What follows belongs to an exercise in optimizing a design on an open flow for small area; a production flow would make more cautious choices. RTL that was checked went through simulation tests only; none was proved equivalent to the original. Power figures rest on the tool's default switching activity, not on a simulated workload.

==> inputs of run a <==
==> flow/design.v <==
module od22_resolver (
    input  wire [7:0]  addr_lo,
    input  wire [7:0]  addr_hi,
    input  wire [7:0]  mode_b,
    input  wire [7:0]  fb_b,
    output wire        daddr_valid,
    output wire [8:0]  daddr,
    output wire [7:0]  fb_addr
);
    wire extended = mode_b[0];
    assign daddr_valid = (addr_lo[7:6] == 2'b00) && !addr_hi[7] &&
                         (!extended || addr_hi[2:1] == 2'b00);
    wire [8:0] composed = extended ? {addr_hi[0], 2'b00, addr_lo[5:0]}
                                   : {addr_hi[2:0], addr_lo[5:0]};
    assign daddr = daddr_valid ? composed : 9'd0;
    assign fb_addr = (fb_b > 8'd128) ? 8'd0 : fb_b;
endmodule
module od22_device (
    input  wire       clk,
    input  wire       rst,
    input  wire [7:0] hold_cfg,    
    input  wire       reassert,
    input  wire       tick,        
    input  wire       act,         
    input  wire       gate,        
    output wire       coil_g,
    output wire       coil_r
);
    reg       known;    
    reg       red;      
    reg [7:0] hold;
    reg [7:0] rem;
    wire on       = (rem != 8'd0);
    wire act_take = act && (!known || (red != gate) || reassert);
    assign coil_g = on & known & !red;
    assign coil_r = on & known &  red;
    always @(posedge clk) begin
        if (rst)
            hold <= hold_cfg;
        if (act_take) begin
            red <= gate;
            rem <= hold;
        end else if (tick && on) begin
            rem <= rem - 8'd1;
        end
    end
    always @(posedge clk) begin
        if (rst)
            known <= 1'b0;
        else if (act_take)
            known <= 1'b1;
    end
endmodule
module od22_channel (
    input  wire       clk,
    input  wire       rst,
    input  wire       tick,       
    input  wire       sample,     
    input  wire       commit,     
    output wire       stable_s,   
    output wire       arm,        
    output wire       pend_q
);
    reg       last;
    reg [3:0] run;
    reg       rep;
    reg       pend;
    wire eq  = (sample == last);
    assign stable_s = eq & (run[3] | (run[2:0] == 3'd7));
    assign arm      = stable_s & !run[3] & (sample != rep);
    wire pend_s = arm ? sample : pend;
    assign pend_q  = pend;
    always @(posedge clk) begin
        if (tick)
            last <= sample;
    end
    always @(posedge clk) begin
        if (rst) begin
            run  <= 4'd0;
            rep  <= 1'b0;
            pend <= 1'b0;
        end else if (tick) begin
            if (!eq)
                run <= 4'd1;
            else if (!run[3])
                run <= run + 4'd1;
            pend <= pend_s;
            if (commit)
                rep <= pend_s;
        end
    end
endmodule
module od22_group (
    input  wire       clk,
    input  wire       rst,
    input  wire       tick,
    input  wire [7:0] cfg_retx,
    input  wire       cfg_retx_nz,  
    input  wire       arm,          
    input  wire       commit,       
    output wire       armed_s       
);
    reg       armed;
    reg [7:0] rcnt;               
    assign armed_s = arm | armed;
    wire [7:0] rsel = arm ? cfg_retx : rcnt;
    always @(posedge clk) begin
        if (tick && (arm || commit))
            rcnt <= rsel - {7'd0, commit};
    end
    always @(posedge clk) begin
        if (rst)
            armed <= 1'b0;
        else if (tick) begin
            if (commit)
                armed <= arm ? cfg_retx_nz : (armed && rcnt != 8'd0);
            else if (arm)
                armed <= 1'b1;
        end
    end
endmodule
module od22_core (
    input  wire        clk,
    input  wire        rst,
    input  wire [87:0] cfgmem,        
    input  wire        tick,
    input  wire [7:0]  raw,
    input  wire        bus_active,
    input  wire        cmd_valid,
    input  wire [1:0]  cmd_dev,
    input  wire        cmd_gate,       
    input  wire        cmd_activate,
    input  wire        tx_done,
    output wire [3:0]  coil_g,
    output wire [3:0]  coil_r,
    output wire        daddr_valid,
    output wire [8:0]  daddr,
    output wire [10:0] xaddr,
    output wire [7:0]  fb_addr,
    output wire        tx_valid,
    output wire [7:0]  tx_addr,
    output wire        tx_half,
    output wire [3:0]  tx_data,
    output wire        ready,
    output wire        connected
);
    wire       res_daddr_valid;
    wire [8:0] res_daddr;
    wire [7:0] res_fb_addr;
    od22_resolver u_resolver (
        .addr_lo     (cfgmem[7:0]),
        .addr_hi     (cfgmem[15:8]),
        .mode_b      (cfgmem[23:16]),
        .fb_b        (cfgmem[63:56]),
        .daddr_valid (res_daddr_valid),
        .daddr       (res_daddr),
        .fb_addr     (res_fb_addr)
    );
    reg        r_daddr_valid;
    reg [8:0]  r_daddr;
    reg [7:0]  r_fb_addr;
    reg        cfg_split;
    reg [7:0]  cfg_retx;
    reg        cfg_reassert;
    always @(posedge clk) begin
        if (rst) begin
            r_daddr_valid <= res_daddr_valid;
            r_daddr       <= res_daddr;
            r_fb_addr     <= res_fb_addr;
            cfg_split     <= cfgmem[64];
            cfg_retx      <= cfgmem[79:72];
            cfg_reassert  <= cfgmem[80];
        end
    end
    assign daddr_valid = r_daddr_valid;
    assign daddr       = r_daddr;
    assign xaddr       = {2'd0, r_daddr} + 11'd999 + {10'd0, r_daddr_valid};
    assign fb_addr     = r_fb_addr;
    wire fb_enabled = (r_fb_addr != 8'd0) && !(cfg_split && r_fb_addr[7]);
    reg ph_ann;     
    reg ph_conn;    
    assign ready     = !ph_ann;
    assign connected = ph_conn;
    wire tick_acc = tick & !ph_ann;
    wire cmd_acc  = cmd_valid & !ph_ann;
    genvar d;
    generate
        for (d = 0; d < 4; d = d + 1) begin : g_dev
            od22_device u_dev (
                .clk        (clk),
                .rst        (rst),
                .hold_cfg   (cfgmem[8*(3+d) +: 8]),
                .reassert   (cfg_reassert),
                .tick       (tick_acc),
                .act        (cmd_acc & cmd_activate & (cmd_dev == d)),
                .gate       (cmd_gate),
                .coil_g     (coil_g[d]),
                .coil_r     (coil_r[d])
            );
        end
    endgenerate
    wire [7:0] stable_s;    
    wire [7:0] arm;         
    wire [3:0] armed_s;     
    wire [7:0] pend_q;      
    wire [3:0] commit;      
    wire       cfg_retx_nz = (cfg_retx != 8'd0);
    genvar c;
    generate
        for (c = 0; c < 8; c = c + 1) begin : g_ch
            od22_channel u_ch (
                .clk      (clk),
                .rst      (rst),
                .tick     (tick_acc),
                .sample   (raw[c]),
                .commit   (commit[c/2]),
                .stable_s (stable_s[c]),
                .arm      (arm[c]),
                .pend_q   (pend_q[c])
            );
        end
        for (c = 0; c < 4; c = c + 1) begin : g_gr
            od22_group u_gr (
                .clk         (clk),
                .rst         (rst),
                .tick        (tick_acc),
                .cfg_retx    (cfg_retx),
                .cfg_retx_nz (cfg_retx_nz),
                .arm         (arm[2*c] | arm[2*c+1]),
                .commit      (commit[c]),
                .armed_s     (armed_s[c])
            );
        end
    endgenerate
    reg [1:0] grp;         
    reg       tx_busy;
    reg       r_tx_valid;
    wire do_announce = ph_ann && !tx_busy;
    wire busy_after_done = (tx_busy | do_announce) & ~tx_done;
    wire [3:0] grp_ok;
    genvar g;
    generate
        for (g = 0; g < 4; g = g + 1) begin : g_grp
            assign grp_ok[g] = stable_s[2*g] & stable_s[2*g+1] & armed_s[g];
        end
    endgenerate
    wire [1:0] scan_grp = grp_ok[0] ? 2'd0 : grp_ok[1] ? 2'd1 : grp_ok[2] ? 2'd2 : 2'd3;
    wire try_active = tick_acc && fb_enabled && bus_active;
    wire tx_busy_nd = tx_busy & ~tx_done;    
    wire do_scan    = try_active && ph_conn && !tx_busy_nd && (grp_ok != 4'd0);
    wire do_join    = try_active && !ph_conn && (&stable_s);
    generate
        for (g = 0; g < 4; g = g + 1) begin : g_commit
            assign commit[g] = do_scan && (scan_grp == g);
        end
    endgenerate
    always @(posedge clk) begin
        if (rst) begin
            ph_ann     <= 1'b0;
            ph_conn    <= 1'b0;
            tx_busy    <= 1'b0;
            r_tx_valid <= 1'b0;
        end else begin
            r_tx_valid <= do_announce | do_scan;
            tx_busy    <= busy_after_done | do_scan;
            if (do_announce && grp == 2'd2) begin
                ph_ann  <= 1'b0;
                ph_conn <= 1'b1;
            end
            if (tick_acc && fb_enabled) begin
                if (!bus_active) begin
                    ph_conn <= 1'b0;
                end else if (do_join) begin
                    ph_ann  <= 1'b1;
                end
            end
        end
    end
    always @(posedge clk) begin
        if (do_announce)
            grp <= grp + 2'd1;
        else if (do_join)
            grp <= 2'd3;
        else if (do_scan)
            grp <= scan_grp;
    end
    assign tx_addr  = r_fb_addr + {7'd0, cfg_split & grp[1]};
    assign tx_half  = cfg_split ? grp[0] : grp[1];
    assign tx_data  = !cfg_split ? (grp[1] ? pend_q[7:4] : pend_q[3:0]) :
                      grp[0] ? {(grp[1] ? pend_q[7:6] : pend_q[3:2]), 2'b00}
                             : {2'b00, (grp[1] ? pend_q[5:4] : pend_q[1:0])};
    assign tx_valid = r_tx_valid;
endmodule
==> flow/run.sh <==
#!/bin/bash
# synth_recipe.tcl (not shown) runs the flow's synth.tcl, then flattens the netlist and writes it again
# the make line also repeats each setting of config.mk as NAME=value (left out here)
make -C /OpenROAD-flow-scripts/flow DESIGN_CONFIG=/design/flow/config.mk WORK_HOME=/design/flow/orfs CLKGATE_MAP_FILE= SYNTH_SCRIPT=/design/flow/synth_recipe.tcl finish
==> flow/config.mk <==
export PLATFORM = sky130hd
export DESIGN_NAME = od22_core
export DESIGN_NICKNAME = od22_core
export VERILOG_FILES = /design/flow/design.v
export SDC_FILE = /design/flow/constraint.sdc
export NUM_CORES = 4
export LEC_CHECK = 0
export ABC_AREA = 1
export CAP_MARGIN = 20
export CORE_MARGIN = 2
export CORE_UTILIZATION = 40
export CTS_BUF_LIST = sky130_fd_sc_hd__clkbuf_16
export CTS_CLUSTER_DIAMETER = 60
export CTS_CLUSTER_SIZE = 40
export SLEW_MARGIN = 20
==> flow/constraint.sdc <==
create_clock -name core_clock -period 10.0 [get_ports {clk}]
set_input_delay 2.0000 -clock core_clock [delete_from_list [all_inputs] [get_ports {clk}]]
set_output_delay 2.0000 -clock core_clock [all_outputs]
set_load 0.01 [all_outputs]
==> run b (differences from run a) <==
==> flow/flow/run.sh (new file) <==
#!/bin/bash
# Own layout flow: the standard layout (standard.sh) with two changes:
#  - synthesis maps the combinational logic with an area-oriented ABC script
#    (flow/area.abc); everything else in synthesis, including the flip-flop
#    mapping, is the standard one, and the registers are checked against the
#    standard synthesis (same names and cell types) before going on;
#  - port buffers are the smallest buffer (buf_1) instead of the default choice.
# Each step's full output goes to a log file in the work folder.
set -euo pipefail
W=$(pwd)
F=$W/flow
export OWN_ABC_SCRIPT=$F/area.abc
PORTBUF="BUFFER_PORTS_ARGS=-buffer_cell sky130_fd_sc_hd__buf_1"
CTS_ARGS_FILE=$F/cts.txt
EXTRA=()
if [[ -f $CTS_ARGS_FILE ]]; then
  while IFS= read -r l; do [[ -n $l ]] && EXTRA+=("$l"); done < "$CTS_ARGS_FILE"
fi

# Reference: the standard synthesis, in a folder of its own
make -C "$FLOW_HOME" DESIGN_CONFIG="$W/config.mk" WORK_HOME="$W/ref" CLKGATE_MAP_FILE= \
  SYNTH_SCRIPT="$W/synth_recipe.tcl" synth > "$W/ref_synth.log" 2>&1

# Own synthesis
bash "$W/standard.sh" SYNTH_SCRIPT="$F/synth_area.tcl" synth > "$W/own_synth.log" 2>&1

SYN=(SYNTH_SCRIPT="$F/synth_area.tcl")
regs() {
  python3 - "$1" <<'PY'
import re, sys
s = open(sys.argv[1]).read()
cells = re.findall(r'^\s*(sky130_fd_sc_hd__\w+)\s+(\S+)\s*\(', s, re.M)
ff = sorted((re.sub(r'_\d+$', '', t), n) for t, n in cells
            if re.search(r'__(e?df|sdf|sedf|dl)', t))
print('\n'.join(f'{t} {n}' for t, n in ff))
PY
}
RES=$W/orfs/results/sky130hd/od22_core/base
regs "$W/ref/results/sky130hd/od22_core/base/1_2_yosys.v" > "$W/regs_ref.txt"
regs "$RES/1_2_yosys.v" > "$W/regs_own.txt"
if ! cmp -s "$W/regs_ref.txt" "$W/regs_own.txt"; then
  echo "registers differ from the standard synthesis: using the standard netlist" | tee "$W/regs_fallback.log"
  rm -rf "$W/orfs"
  SYN=()
  bash "$W/standard.sh" synth > "$W/std_synth.log" 2>&1
fi

# The rest of the standard layout
bash "$W/standard.sh" "${SYN[@]}" "$PORTBUF" "${EXTRA[@]}" finish > "$W/layout.log" 2>&1
==> flow/flow/area.abc (new file) <==
strash
balance
rewrite
refactor
balance
rewrite
rewrite -z
balance
refactor -z
rewrite -z
balance
dch -f
amap
==> flow/flow/synth_area.tcl (new file) <==
proc synth {args} { yosys synth -nofsm -noshare {*}$args }
# Same synthesis as synth_recipe.tcl, with an area-oriented ABC script for the
# combinational logic (flip-flops are mapped before ABC and are unchanged).
proc abc {args} {
  set i [lsearch -exact $args -script]
  if { $i >= 0 } {
    set args [lreplace $args $i [expr {$i + 1}] -script $::env(OWN_ABC_SCRIPT)]
  }
  yosys abc {*}$args
}
source $::env(SCRIPTS_DIR)/synth.tcl
# left out here: clear keep_hierarchy, flatten, clean up, hide names made inside functions, write 1_2_yosys.v
==> flow/standard.sh (new file) <==
#!/bin/bash
# synth_recipe.tcl (not shown) runs the flow's synth.tcl, then flattens the netlist and writes it again
# the make line also repeats each setting of config.mk as NAME=value (left out here)
make -C /OpenROAD-flow-scripts/flow DESIGN_CONFIG=/design/flow/config.mk WORK_HOME=/design/flow/orfs CLKGATE_MAP_FILE= SYNTH_SCRIPT=/design/flow/synth_recipe.tcl "${@:-finish}"
--- a/flow/config.mk
+++ b/flow/config.mk
@@ -8,8 +8,5 @@
 export ABC_AREA = 1
 export CAP_MARGIN = 20
 export CORE_MARGIN = 2
-export CORE_UTILIZATION = 40
-export CTS_BUF_LIST = sky130_fd_sc_hd__clkbuf_16
-export CTS_CLUSTER_DIAMETER = 60
-export CTS_CLUSTER_SIZE = 40
+export CORE_UTILIZATION = 70
 export SLEW_MARGIN = 20
removed: flow/run.sh
==> run c (differences from run a) <==
--- a/flow/design.v
+++ b/flow/design.v
@@ -56,66 +56,50 @@
     input  wire       rst,
     input  wire       tick,       
     input  wire       sample,     
+    input  wire [7:0] cfg_retx,
+    input  wire       cfg_retx_nz,  
     input  wire       commit,     
     output wire       stable_s,   
-    output wire       arm,        
+    output wire       armed_s,    
     output wire       pend_q
 );
     reg       last;
     reg [3:0] run;
     reg       rep;
     reg       pend;
+    reg       armed;
+    reg [7:0] rcnt;               
     wire eq  = (sample == last);
     assign stable_s = eq & (run[3] | (run[2:0] == 3'd7));
-    assign arm      = stable_s & !run[3] & (sample != rep);
+    wire arm = stable_s & !run[3] & (sample != rep);
     wire pend_s = arm ? sample : pend;
+    assign armed_s = arm | armed;
     assign pend_q  = pend;
+    wire [7:0] rsel = arm ? cfg_retx : rcnt;
     always @(posedge clk) begin
         if (tick)
             last <= sample;
+        if (tick && (arm || commit))
+            rcnt <= rsel - {7'd0, commit};
     end
     always @(posedge clk) begin
         if (rst) begin
-            run  <= 4'd0;
-            rep  <= 1'b0;
-            pend <= 1'b0;
+            run   <= 4'd0;
+            rep   <= 1'b0;
+            pend  <= 1'b0;
+            armed <= 1'b0;
         end else if (tick) begin
             if (!eq)
                 run <= 4'd1;
             else if (!run[3])
                 run <= run + 4'd1;
             pend <= pend_s;
-            if (commit)
-                rep <= pend_s;
-        end
-    end
-endmodule
-module od22_group (
-    input  wire       clk,
-    input  wire       rst,
-    input  wire       tick,
-    input  wire [7:0] cfg_retx,
-    input  wire       cfg_retx_nz,  
-    input  wire       arm,          
-    input  wire       commit,       
-    output wire       armed_s       
-);
-    reg       armed;
-    reg [7:0] rcnt;               
-    assign armed_s = arm | armed;
-    wire [7:0] rsel = arm ? cfg_retx : rcnt;
-    always @(posedge clk) begin
-        if (tick && (arm || commit))
-            rcnt <= rsel - {7'd0, commit};
-    end
-    always @(posedge clk) begin
-        if (rst)
-            armed <= 1'b0;
-        else if (tick) begin
-            if (commit)
+            if (commit) begin
+                rep   <= pend_s;
                 armed <= arm ? cfg_retx_nz : (armed && rcnt != 8'd0);
-            else if (arm)
+            end else if (arm) begin
                 armed <= 1'b1;
+            end
         end
     end
 endmodule
@@ -200,11 +184,9 @@
         end
     endgenerate
     wire [7:0] stable_s;    
-    wire [7:0] arm;         
-    wire [3:0] armed_s;     
+    wire [7:0] armed_s;     
     wire [7:0] pend_q;      
-    wire [3:0] commit;      
-    wire       cfg_retx_nz = (cfg_retx != 8'd0);
+    wire [7:0] commit;      
     genvar c;
     generate
         for (c = 0; c < 8; c = c + 1) begin : g_ch
@@ -213,22 +195,12 @@
                 .rst      (rst),
                 .tick     (tick_acc),
                 .sample   (raw[c]),
-                .commit   (commit[c/2]),
+                .cfg_retx (cfg_retx),
+                .cfg_retx_nz (cfg_retx != 8'd0),
+                .commit   (commit[c]),
                 .stable_s (stable_s[c]),
-                .arm      (arm[c]),
+                .armed_s  (armed_s[c]),
                 .pend_q   (pend_q[c])
-            );
-        end
-        for (c = 0; c < 4; c = c + 1) begin : g_gr
-            od22_group u_gr (
-                .clk         (clk),
-                .rst         (rst),
-                .tick        (tick_acc),
-                .cfg_retx    (cfg_retx),
-                .cfg_retx_nz (cfg_retx_nz),
-                .arm         (arm[2*c] | arm[2*c+1]),
-                .commit      (commit[c]),
-                .armed_s     (armed_s[c])
             );
         end
     endgenerate
@@ -241,7 +213,8 @@
     genvar g;
     generate
         for (g = 0; g < 4; g = g + 1) begin : g_grp
-            assign grp_ok[g] = stable_s[2*g] & stable_s[2*g+1] & armed_s[g];
+            assign grp_ok[g] = stable_s[2*g] & stable_s[2*g+1] &
+                               (armed_s[2*g] | armed_s[2*g+1]);
         end
     endgenerate
     wire [1:0] scan_grp = grp_ok[0] ? 2'd0 : grp_ok[1] ? 2'd1 : grp_ok[2] ? 2'd2 : 2'd3;
@@ -251,7 +224,8 @@
     wire do_join    = try_active && !ph_conn && (&stable_s);
     generate
         for (g = 0; g < 4; g = g + 1) begin : g_commit
-            assign commit[g] = do_scan && (scan_grp == g);
+            assign commit[2*g]   = do_scan && (scan_grp == g);
+            assign commit[2*g+1] = do_scan && (scan_grp == g);
         end
     endgenerate
     always @(posedge clk) begin
--- a/flow/config.mk
+++ b/flow/config.mk
@@ -9,7 +9,6 @@
 export CAP_MARGIN = 20
 export CORE_MARGIN = 2
 export CORE_UTILIZATION = 40
-export CTS_BUF_LIST = sky130_fd_sc_hd__clkbuf_16
-export CTS_CLUSTER_DIAMETER = 60
-export CTS_CLUSTER_SIZE = 40
+export CTS_BUF_LIST = sky130_fd_sc_hd__clkbuf_4
+export CTS_CLUSTER_SIZE = 30
 export SLEW_MARGIN = 20
==> comparison table <==
Result of the run: run b complete, no violations; run a complete, no violations; run c complete, no violations
Critical Path AT: run b 6.32 ns; run a 2.70 ns; run c 2.73 ns
Kind of critical path: run b input pin to flop; run a flop to output pin; run c flop to output pin
Maximum ir drop on the vdd rail: run b 0.1277 mV; run a 0.1007 mV; run c 0.05722 mV
Global routing usage summed across all routing layers: run b 0.2726; run a 0.1702; run c 0.1762
Setup slack of the worst register-to-register path: run b 5.21 ns; run a 7.23 ns; run c 7.02 ns
Average vias per placed instance: run b 5.936; run a 4.888; run c 4.842
Final routed wirelength across all metal layers: run b 19.48 mm; run a 22.80 mm; run c 29.02 mm
Combinational cell fraction of total power: run b 0.079; run a 0.112; run c 0.089
Worst min-delay path startpoint: run b g_ch[4].u_ch.pend; run a g_ch[4].u_ch.rep; run c g_ch[1].u_ch.rep
Storage cell area: run b 5345 sq um; run a 5345 sq um; run c 6386 sq um
Clock Root Buffer: run b clkbuf_16; run a clkbuf_16; run c clkbuf_4
Number of clock buffers inserted by TritonCTS: run b 17; run a 17; run c 68
Wire length of the first global-routing pass: run b 31.04 mm; run a 36.38 mm; run c 47.29 mm
Average size of a mapped cell: run b 10.14 sq um; run a 9.143 sq um; run c 8.807 sq um
First-pass DRT Iterations: run b 7; run a 5; run c 5
Total area of multi-input combinational cells: run b 3546 sq um; run a 4252 sq um; run c 5323 sq um
No functional check of the RTL was part of run c.

## what the ideal ports hide
How much do the figures lean on ideal ports? The routed layouts below were timed once more, with nothing changed but the port constraints.
Step 1 sets driving cells, clkbuf_16 on the clock port and buf_2 on the other inputs (assumed; they add their load-dependent delay and slew).
Step 2 also shifts input and output timing later by t, the mid clock arrival at the registers, as if the neighbouring blocks saw the same clock.
a / b / c = ideal / step 1 / step 2; a / b = the first two.
| run | shift t [ns] | setup WS [ns] | worst slew at a driven data input, ns | cell pins on the clock port's net |
|---|---|---|---|---|
| run a | 0.478 | 5.303 / 5.257 / 5.274 | 0.08 | 1 |
| run b | 0.470 | 3.859 / 3.844 / 3.374 | 0.06 | 1 |
| run c | 0.705 | 5.270 / 5.227 / 5.012 | 0.06 | 1 |
After both steps every run listed still meets setup and hold. The setup slack of run b, which loses most, moves by -0.015 ns with the drivers and by -0.485 ns with both steps.
